What follows belongs to an exercise in optimizing a design on an open flow for small area, a short achievable clock period and few clock cycles; a production flow would make more cautious choices. Function was not checked in any run shown here: the RTL went through the layout flow alone. Power is estimated from default activity; no workload was simulated.

==> design.v <==
module s88_scanner (
    input  wire        clk,
    input  wire        rst,           
    input  wire        cmd_valid,
    input  wire        cmd_enable,
    input  wire [7:0]  cmd_mc,
    output wire        cmd_ready,
    output reg         req_valid,
    output reg         req_start,
    output reg  [5:0]  req_want,
    input  wire        bat_valid,
    input  wire [31:0] bat_value,
    input  wire [5:0]  bat_n,
    output reg         ev_valid,
    output reg  [7:0]  ev_addr,
    output wire [1:0]  ev_state,
    input  wire        ev_ready
);
    reg [31:0] w0, w1, w2, w3;
    reg [1:0]  ph;
    reg [2:0]  hw_w;                
    reg [4:0]  hw_b;
    reg        enabled;
    reg [3:0]  mcm;                 
    reg [1:0]  pq;                  
    reg        vld;                 
    reg        vfast;
    reg [1:0]  vw;                  
    reg [31:0] v;
    reg [5:0]  nv;                  
    reg [4:0]  sh;                  
    reg [4:0]  k;                   
    reg        kfin;                
    reg        mact;                
    reg [31:0] mc;
    reg        f1;                  
    reg        ev_st;               
    reg        e1_v;                
    reg [7:0]  e1_addr;
    reg        e1_st;
    integer j;
    assign ev_state  = {ev_st, ~ev_st};
    assign cmd_ready = !vld && !mact;
    wire [1:0] lastw = mcm[3:2];
    wire       want_full = (pq != lastw) || (mcm[1:0] == 2'd3);
    wire [5:0] want = req_want;
    wire can = !e1_v;               
    reg  [31:0] pre;                
    always @* begin
        pre[0] = 1'b0;
        for (j = 1; j < 32; j = j + 1)
            pre[j] = pre[j-1] | mc[j-1];
    end
    wire [31:0] lo    = mc & ~pre;
    wire        any   = |mc;
    wire        multi = |(mc & pre);
    reg  [5:0]  idx1;               
    always @* begin
        idx1 = 6'd0;
        for (j = 0; j < 32; j = j + 1)
            if (lo[j]) idx1 = idx1 | (j + 1);
    end
    wire        f_emit = mact && any && can;
    wire        f_done = mact && f1 && can;
    wire        s_act  = vld && !vfast && !mact && (vw == ph) && (sh == 5'd0) && !kfin;
    wire        s_in   = ({1'b0, k} < nv) && ((ph != lastw) || (k[4:3] <= mcm[1:0]));
    wire        s_unk  = (hw_w == {1'b0, ph}) && (k == hw_b);
    wire        s_chg  = s_in && (s_unk || (v[0] ^ w0[0]));
    wire        s_step = s_act && (!s_chg || can);
    wire        s_emit = s_act && s_chg && can;
    wire        s_nb   = s_in ? v[0] : w0[0];
    wire        s_done = vld && !vfast && kfin;
    wire emit = f_emit || s_emit;
    wire [5:0] eoff  = mact ? idx1 : ({1'b0, k} + 6'd1);
    wire [7:0] eaddr = {{1'b0, ph} + {2'b00, eoff[5]}, eoff[4:0]};
    wire       est   = mact ? |(lo & w0) : v[0];
    wire [1:0] tw   = vld ? vw : pq;
    wire       rot  = f_done || s_done ||
                      (!mact && !(vld && !vfast && vw == ph) && (ph != tw));
    wire       load = vld && vfast && (mact ? (f_done && vw == ph + 2'd1) : (vw == ph));
    wire [31:0] hs  = rot ? w1 : w0;             
    wire acc = req_valid && bat_valid;
    wire       part_w = !bat_n[5];                  
    wire       ce_w   = part_w || (pq == lastw);
    wire       fast_w = !part_w && want_full && (hw_w > {1'b0, pq});
    wire [31:0] dn = v ^ hs;
    reg  [31:0] t_any [0:5];
    reg  [31:0] t_mul [0:5];
    integer l;
    always @* begin
        for (j = 0; j < 32; j = j + 1) begin
            t_any[0][j] = dn[j];
            t_mul[0][j] = 1'b0;
        end
        for (l = 1; l < 6; l = l + 1)
            for (j = 0; j < 32; j = j + 1)
                if (j < (32 >> l)) begin
                    t_any[l][j] = t_any[l-1][2*j] | t_any[l-1][2*j+1];
                    t_mul[l][j] = t_mul[l-1][2*j] | t_mul[l-1][2*j+1]
                                | (t_any[l-1][2*j] & t_any[l-1][2*j+1]);
                end else begin
                    t_any[l][j] = 1'b0;
                    t_mul[l][j] = 1'b0;
                end
    end
    wire dn_le1 = !t_mul[5][0];
    wire       vfree  = !vld || load || s_done;
    wire       vld_n  = acc || !vfree;
    wire       vfast_n = acc ? fast_w : vfast;
    wire [1:0] vw_n   = acc ? pq : vw;
    wire       mact_n = load || (mact && !f_done);
    wire       f1_n   = load ? dn_le1 : (f1 || (mact && !multi));
    wire       kfin_n = !acc && (kfin || (s_step && k == 5'd31));
    wire       slot0  = !ev_valid || ev_ready;
    wire       evv_n  = slot0 ? (e1_v || emit) : 1'b1;
    wire       e1v_n  = slot0 ? 1'b0 : (e1_v || emit);
    wire       cmd_t  = cmd_valid && !vld && !mact;
    wire       en_cmd = cmd_t && cmd_enable && !enabled && cmd_mc >= 8'd1 && cmd_mc <= 8'd16;
    wire       en_n   = en_cmd || (enabled && !(cmd_t && !cmd_enable));
    wire [1:0] ph_n   = en_cmd ? 2'd0 : (rot ? ph + 2'd1 : ph);
    wire [1:0] pq_n   = en_cmd ? 2'd0 : (acc ? (ce_w ? 2'd0 : pq + 2'd1) : pq);
    wire [3:0] mcm_n  = en_cmd ? cmd_mc[3:0] - 4'd1 : mcm;
    wire       vgo_n  = vfast_n ? (mact_n ? (f1_n && !e1v_n && vw_n == ph_n + 2'd1)
                                          : (vw_n == ph_n))
                                : kfin_n;
    wire       rv_n   = en_n && (!vld_n || vgo_n);
    wire [31:0] mfl = mc & ~(lo & {32{f_emit}});
    always @(posedge clk) begin
        mc <= load ? dn : mfl;
        if (rot) begin
            w1 <= w2; w2 <= w3; w3 <= w0;
        end
        if (load)
            w0 <= v;
        else if (rot)
            w0 <= w1;
        else if (s_step)
            w0 <= {s_nb, w0[31:1]};
    end
    always @(posedge clk) begin
        vfast     <= vfast_n;
        vw        <= vw_n;
        f1        <= f1_n;
        kfin      <= kfin_n;
        ph        <= ph_n;
        pq        <= pq_n;
        mcm       <= mcm_n;
        req_start <= (pq_n == 2'd0);
        req_want  <= (pq_n != mcm_n[3:2]) ? 6'd32 : {3'd1 + {1'b0, mcm_n[1:0]}, 3'b000};
        if (acc) begin
            v    <= bat_value;
            nv   <= bat_n[5] ? 6'd32 : bat_n;
            sh   <= (part_w && bat_n[4:0] != 5'd0) ? (5'd0 - bat_n[4:0]) : 5'd0;
            k    <= 5'd0;
        end else if (vld && !vfast && sh != 5'd0) begin
            v  <= {v[0], v[31:1]};
            sh <= sh - 5'd1;
        end else if (s_step) begin
            v  <= {v[0], v[31:1]};
            k  <= k + 5'd1;
        end
        if (slot0) begin
            if (e1_v) begin
                ev_addr <= e1_addr;
                ev_st   <= e1_st;
            end else if (emit) begin
                ev_addr <= eaddr;
                ev_st   <= est;
            end
        end
        if (emit && !slot0) begin
            e1_addr <= eaddr;
            e1_st   <= est;
        end
        if (s_step && s_in && s_unk)
            {hw_w, hw_b} <= {hw_w, hw_b} + 8'd1;
        if (en_cmd) begin
            hw_w <= 3'd0;
            hw_b <= 5'd0;
        end
    end
    always @(posedge clk) begin
        if (rst) begin
            enabled   <= 1'b0;
            vld       <= 1'b0;
            mact      <= 1'b0;
            ev_valid  <= 1'b0;
            e1_v      <= 1'b0;
            req_valid <= 1'b0;
        end else begin
            enabled   <= en_n;
            vld       <= vld_n;
            mact      <= mact_n;
            ev_valid  <= evv_n;
            e1_v      <= e1v_n;
            req_valid <= rv_n;
        end
    end
endmodule
==> flow/run.sh <==
#!/bin/bash
bash standard.sh SETUP_SLACK_MARGIN=6.75 "BUFFER_PORTS_ARGS=-buffer_cell sky130_fd_sc_hd__buf_1" CTS_CLUSTER_SIZE=20 CTS_CLUSTER_DIAMETER=150 finish > standard.log 2>&1
==> standard.sh <==
#!/bin/bash
# synth_recipe.tcl (not shown) runs the flow's synth.tcl, then flattens the netlist and writes it again
# the make line also repeats each setting of config.mk as NAME=value (left out here)
make -C /OpenROAD-flow-scripts/flow DESIGN_CONFIG=/design/flow/config.mk WORK_HOME=/design/flow/orfs CLKGATE_MAP_FILE= SYNTH_SCRIPT=/design/flow/synth_recipe.tcl "${@:-finish}"
==> config.mk <==
export PLATFORM = sky130hd
export DESIGN_NAME = s88_scanner
export DESIGN_NICKNAME = s88_scanner
export VERILOG_FILES = /design/flow/design.v
export SDC_FILE = /design/flow/constraint.sdc
export NUM_CORES = 4
export LEC_CHECK = 0
export CAP_MARGIN = 20
export CORE_MARGIN = 2
export CORE_UTILIZATION = 40
export SLEW_MARGIN = 20
==> constraint.sdc <==
create_clock -name core_clock -period 10.0 [get_ports {clk}]
set_input_delay 2.0000 -clock core_clock [delete_from_list [all_inputs] [get_ports {clk}]]
set_output_delay 2.0000 -clock core_clock [all_outputs]
set_load 0.01 [all_outputs]
==> results of run 1 <==
-- through the flow --
step / hold slack, ps / utilization, % / area, µm²
after floorplan: 400 / - / 13400
after global placement: 401 / 42.8 / 14000
after detailed placement: 405 / 42.8 / 14000
after CTS: 414 / 46.1 / 15000
after global routing: 428 / 47.2 / 15400
final: 422 / 47.2 / 15400
-- worst register-to-register path, stage by stage (launching register included) --
cell and delay [ps]:
dfxtp_4 390, nor2b_2 200, o311a_1 420, nor3_4 270
buf_12 160, mux2i_1 230, xnor2_1 170, a22o_1 230
or4_1 550, nor4_4 320, nand4_1 130, nand2_1 90
-- sequential cells by signal, indices dropped and copies added, names as in the netlist, 8 cells and up --
name     cells
v           32
w3          32
e1_addr      8
w2          32
mc          32
ev_addr      8
w1          32
w0          32
-- worst paths after layout --
kind	startpoint	endpoint	slack [ps]	cells past startpoint
setup / recovery	cmd_mc[0]	req_valid	6750	11
setup reg to reg	ph[0]	req_valid	6780	11
hold / removal	w2[21]	w1[21]	420	0
hold reg to reg	w2[21]	w1[21]	420	0
-- cell usage after synthesis, drive strengths merged (14+ instances only) --
| library cell | instances |
|---|---|
| a31oi | 32 |
| nand3 | 14 |
| ha | 21 |
| clkbuf | 72 |
| dfxtp | 68 |
| nand2 | 241 |
| edfxtp | 189 |
| a21oi | 35 |
| xnor2 | 15 |
| a2111oi | 16 |
| nor2b | 63 |
| a32oi | 17 |
| o32ai | 15 |
| inv | 33 |
| nand2b | 68 |
| or3 | 15 |
| o21ai | 63 |
| nor2 | 112 |
| xor2 | 26 |
| nor3 | 21 |
-- repair_timing --
action,in CTS,in global routing
setup endpoints to repair,188,52
gates resized for setup,77,51
pin swaps,18,27
setup buffers,26,16
gates cloned,5,2
hold endpoints to repair,0,0
-- cell type report --
type,count,area [µm²],area share (%)
sequential,257,7070,45.9
multi-input combinational,976,6240,40.5
timing repair buffer,125,875,5.68
tap,442,553,3.59
clock buffer,27,463,3.01
inverter,34,183,1.19
timing repair inverter,1,8.76,0.0569
clock inverter,1,5.00,0.0325
-- cells by family (layout without fill, tap and decap cells) --
logic type,count (synthesis),count (layout),synth area share [%]
buffers and inverters,118,188,3.73
and+or+nand+nor,594,595,21.4
xor gates and xnor gates,41,41,2.70
DFF,257,257,52.9
AOI/OAI and AO/OA,288,290,15.2
adders and majority gates,25,25,2.28
muxes,22,22,1.74
other,1,3,0.0282
-- power groups by stage --
stage,sequential [mW],combinational (mW),clock [mW]
floorplan,1.77,0.746,0
global placement,1.87,0.984,0
detailed placement,1.88,1.00,0
CTS,1.87,1.13,0.695
global route,1.91,1.31,0.730
finish,1.87,1.20,0.678
-- routing by layer --
| layer | global-route usage (%) | routed length (µm) | part of all wire, % | vias to the layer above |
|---|---|---|---|---|
| met4 | 5.69 | 1160 | 3.2 | 0 |
| met1 | 29.4 | 17100 | 47 | 5096 |
| met5 | 0 | 0 | 0 | - |
| met2 | 32.2 | 16200 | 44 | 326 |
| met3 | 2.73 | 2200 | 6.0 | 70 |
| li1 | - | - | - | 5030 |
==> impl_metrics.ini, run 1 <==
[worst_setup_path]
crit_family = simple AND/OR/NAND/NOR gates
crit_type = input pin to register
crit_chain = buf_12 -> clkinv_8 -> ha_4 -> a32oi_2 -> and4_4 -> nor2_4 -> xor2_2 -> mux2i_1 -> o211a_1 -> nand4_1 -> nand2_1
startpoint_type = input pin
cp_slowest_stage_delay_ps = 290
cp_data_required_time_ps = 10460
cp_max_fo = 3
cp_slowest_cell = mux2i_1
crit_arrival_ps = 3720
cp-end-kind = register
crit_buf_inv = 2

[drt]
drt_iter0_drc = 918
vias = 10522
ant_nets = 0
drtPass1Iterations = 5
drc = 0
wl_um = 36600
wire_per_inst_um = 19.7
viasPerCell = 5.65

[finish]
drive_above_1_share_pct = 12.7
fillers = 3024
syn_to_final_growth_pct = 15.7
mostFrequentLayoutCells = 238 x nand2_1, 189 x edfxtp_1, 104 x nor2_1
final_common_cell = nand2_1
layoutNonFillerInstCount = 1863
nNetsFinal = 1484
n_antenna_cell = 0

[global_routing]
antenna_found_initial = 0
grt_max_degree = 73
grtUsageTotal_pct = 20.4
grt_first_pass_wirelength_um = 56900
grt-ovfl-total = 0
grt_pass1_vias = 9943

[floorplan]
coreArea_mm2 = 0.0326
die_x_um = 186
die_h_um = 186
initial_core_util_pct = 40.8
fp-row-count = 66
io_pins = 72
die-area_mm2 = 0.0347

[power_and_ir_drop]
switching_power_mw = 1.31
internal_power_mw = 2.43
clkPwrFrac_pct = 18.1
static-leakage-power_nw = 5.66
power_switching_share_pct = 35.1
p_total_mw = 3.75
power.density_mw_per_mm2 = 243
combPwrFrac_pct = 32.0
peakVddDrop_mv = 0.108
p_seq_share_pct = 50.0

[sta]
min_period_ps = 3250
rsz0062_at_grt = yes
period_share_pct = 32.5
max_freq_ghz = 0.307
slew_headroom_pct = 48.8
report.final.slew_viol_count = 0
tightest_slew_ps = 768
fin_setup_tns_ps = 0
fin_ws_ps = 6750
fin_skew_ps = 24.1
hold_viol = 0
setup_violations = 0

[synth]
synth_flop_cell = edfxtp_1
syn_area_mm2 = 0.0133
yosys-top-cells-area = edfxtp_1 43%, dfxtp_1 10%, nand2_1 6.8%
yosysSeqAreaShare_pct = 52.9
avgSynthCellArea_um2 = 9.88
synth_cell_types = 82
synth-edff-count = 189
ys_ff_latch = 257
yosysTopAreaCellShare_pct = 42.7
yosysWarnings = 3
synth_top_area_cell = edfxtp_1
synthArstFlopShare_pct = 0
synthCells = 1346

[clock_network]
cts_buffers = 16
cts_tree = done
cts.path.max_buffers = 3
holdBufCountCts = 0
cts_max_level = 1
cts.sinks = 257
root_buffer = clkbuf_16
insertion_delay_ps = 520
clk_pin_slew_ps = 90

[placed_design]
placed_cells = 1786
post-dp-hpwl_um = 22800
place_ws_ps = 5510
port_buffers = 68
gp_congestion = 0.932

[min_path]
hp-class = register to register

[run_status]
outcome = complete, no violations

[job]
maxCapViolCount = 0
==> run 2, diff against run 1 <==
==> flow/run.sh (replaced) <==
#!/bin/bash
bash standard.sh SETUP_SLACK_MARGIN=7 "BUFFER_PORTS_ARGS=-buffer_cell sky130_fd_sc_hd__buf_1" CTS_CLUSTER_SIZE=20 CTS_CLUSTER_DIAMETER=150 finish > standard.log 2>&1
==> run 2 against run 1 <==
  * Critical path type unchanged
  * Sequential cell count is the same
  * Setup slack lost 21 ps
  * Still clean
  * Total power grew 5.7%
  * Highest routed layer is now met5
==> impl_metrics.ini, run 2 <==
[power_and_ir_drop]
static-leakage-power_nw = 6.07
peakVddDrop_mv = 0.140
power.density_mw_per_mm2 = 243

[finish]
n_antenna_cell = 0
mostFrequentLayoutCells = 238 x nand2_1, 189 x edfxtp_1, 93 x nor2_1
drive_above_1_share_pct = 19.7
fillers = 2918
syn_to_final_growth_pct = 22.4
postLayoutCoreUtil_pct = 49.9
final_common_cell = nand2_1
nNetsFinal = 1532

[floorplan]
initial_core_util_pct = 40.8
die-area_mm2 = 0.0347
fp-row-count = 66
die_h_um = 186
coreArea_mm2 = 0.0326
die_x_um = 186
io_pins = 72

[drt]
drtPass1Iterations = 6
wire_per_inst_um = 20.7
ant_nets = 0
drc = 0
drt_iter0_drc = 888
wl_um = 39600
vias = 10912
viasPerCell = 5.71

[worst_setup_path]
cp_slowest_cell = and4_4
crit_chain = buf_12 -> inv_8 -> ha_4 -> nand2_2 -> a32oi_2 -> and4_4 -> nor2_4 -> xor2_2 -> mux2i_2 -> o2111a_1 -> o41ai_2 -> nand2_1
cp_data_required_time_ps = 10440
crit_type = input pin to register
cp_max_fo = 4
crit_arrival_ps = 3720
r2r_start = mc[0]
startpoint_type = input pin
critPathLaunch = cmd_mc[0]
cp_slowest_stage_delay_ps = 300
cp-end-kind = register

[global_routing]
grt_max_degree = 69
antenna_found_initial = 1
grt_first_pass_wirelength_um = 60300
grtUsageTotal_pct = 21.9
grt-ovfl-total = 0
grt_pass1_vias = 10449

[placed_design]
port_buffers = 68
gp_congestion = 0.924
post-dp-hpwl_um = 23500

[min_path]
hold_start = w3[21]
hp-class = register to register

[sta]
tightest_slew_ps = 849
slew_headroom_pct = 43.4
period_share_pct = 32.8
setup_violations = 0
min_period_ps = 3280
hold_viol = 0
report.final.slew_viol_count = 0
max_freq_ghz = 0.305
fin_skew_ps = 33.2
fin_setup_tns_ps = 0
rsz0062_at_grt = yes

[clock_network]
cts.path.max_buffers = 3
clk_pin_slew_ps = 100
root_buffer = clkbuf_16
holdBufCountCts = 0
cts.sinks = 257
cts_tree = done
cts_buffers = 16
insertion_delay_ps = 520
cts_max_level = 1

[synth]
synthArstFlopShare_pct = 0
yosysSeqAreaShare_pct = 52.9
ys_ff_latch = 257
synth_cell_types = 82
avgSynthCellArea_um2 = 9.88
synth_flop_cell = edfxtp_1
yosys-top-cells-area = edfxtp_1 43%, dfxtp_1 10%, nand2_1 6.8%
synth_top_area_cell = edfxtp_1
yosysWarnings = 3
syn_area_mm2 = 0.0133
yosysTopAreaCellShare_pct = 42.7
synth_most_common_cell = nand2_1
synthCells = 1346
ys_top_cells_by_count = 241 x nand2_1, 189 x edfxtp_1, 111 x nor2_1
synth-edff-count = 189

[run_status]
outcome = complete, no violations

[job]
maxCapViolCount = 0
## run 2: cell count changes in the layout (fill, tap and decap cells not counted), moves of 4 or more
cell	previous run	this run
dfxtp_1	58	49
buf_4	46	79
buf_12	6	11
buf_6	3	10
nor2_2	4	14
nor2b_4	2	6
dfxtp_2	2	10
buf_1	62	46
clkbuf_2	1	16
nor2_1	104	93
## run 2: cells by family after synthesis
logic type / after synthesis / share of synthesized area, %
simple gates: 594 / 21.4
compound gates: 288 / 15.2
flops: 257 / 52.9
buf+inv: 118 / 3.73
xor+xnor: 41 / 2.70
fa+ha+maj: 25 / 2.28
mux: 22 / 1.74
other cells: 1 / 0.0282
## run 2: timing repair
action / in CTS / in global routing
resized for setup: 148 / 68
gates cloned: 8 / 3
setup endpoints to repair: 228 / 94
buffers inserted: 65 / 19
pin swaps: 38 / 28
## run 2: where the power goes
group / switching [mW] / internal, mW
registers: 0.245 / 1.62
logic: 0.791 / 0.629
clock network: 0.354 / 0.319
## run 2: cell type report
cell class	instances	area [µm²]	share of cell area, %
Clock buffer	27	463	2.84
Clock inverter	1	5.00	0.0307
Inverter	34	214	1.31
Multi-Input combinational cell	975	6530	40.1
Sequential cell	257	7080	43.5
Tap cell	442	553	3.40
Timing Repair Buffer	173	1420	8.70
Timing Repair inverter	2	17.5	0.108
## run 2: critical path, delay by kind of cell
family / cells / cell delay, ps
simple gates: 4 / 470
compound gates: 3 / 450
mux: 1 / 290
xor+xnor: 1 / 200
buf+inv: 2 / 160
fa+ha+maj: 1 / 130
## run 2: final timing paths
kind                            slack, ps         end  cells after the start
worst max-delay path                 6720   req_valid                     12
worst min-delay path                  400      w2[21]                      0
worst max register to register       6790  ev_addr[2]                     10
worst min register to register        400      w2[21]                      0
## run 2: layer usage
layer / share of wire (%) / GRT usage (%) / up-vias
li1: - / - / 5123
met1: 45 / 31.0 / 5325
met2: 44 / 34.1 / 378
met3: 6.9 / 3.33 / 84
met4: 3.9 / 8.28 / 2
met5: 0.028 / 0 / -
## run 2: per-stage QoR
step                      setup slack (ps)  hold slack, ps  instances  instance area, µm²  total power, mW
after CTS                             6710             416       1889               15800             3.88
after global routing                  6670             423       1911               16300             4.17
final                                 6720             403       1911               16300             3.96
after detailed placement              5430             405       1788               14100             2.90
after floorplan                       6490             400       1348               13500             2.52
after global placement                5490             400       1788               14100             2.86

-- what the ideal ports hide --
In the flow no input, the clock included, has a driving cell. The finished layouts below were timed again as built, in two steps. Step 1 assumes that a clkbuf_16 drives the clock port and a buf_2 every other input. Step 2 moves the port delays by t, midway between the first and last clock arrival at a register: inputs arrive t later, outputs are due t later. That takes back most of the time a late clock gives input paths. a / b / c = no drivers / after step 1 / after step 2; a / b = the first two.
run	t, ns	setup slack, ns	clock arrival spread, ns
run 1	0.555	6.745 / 6.726 / 6.171	0.026 / 0.026
run 2	0.552	6.724 / 6.708 / 6.156	0.034 / 0.034
After both steps setup and hold are still met in every run listed. The setup slack of run 1, which loses most, moves by -0.019 ns with the drivers and by -0.574 ns with both steps.
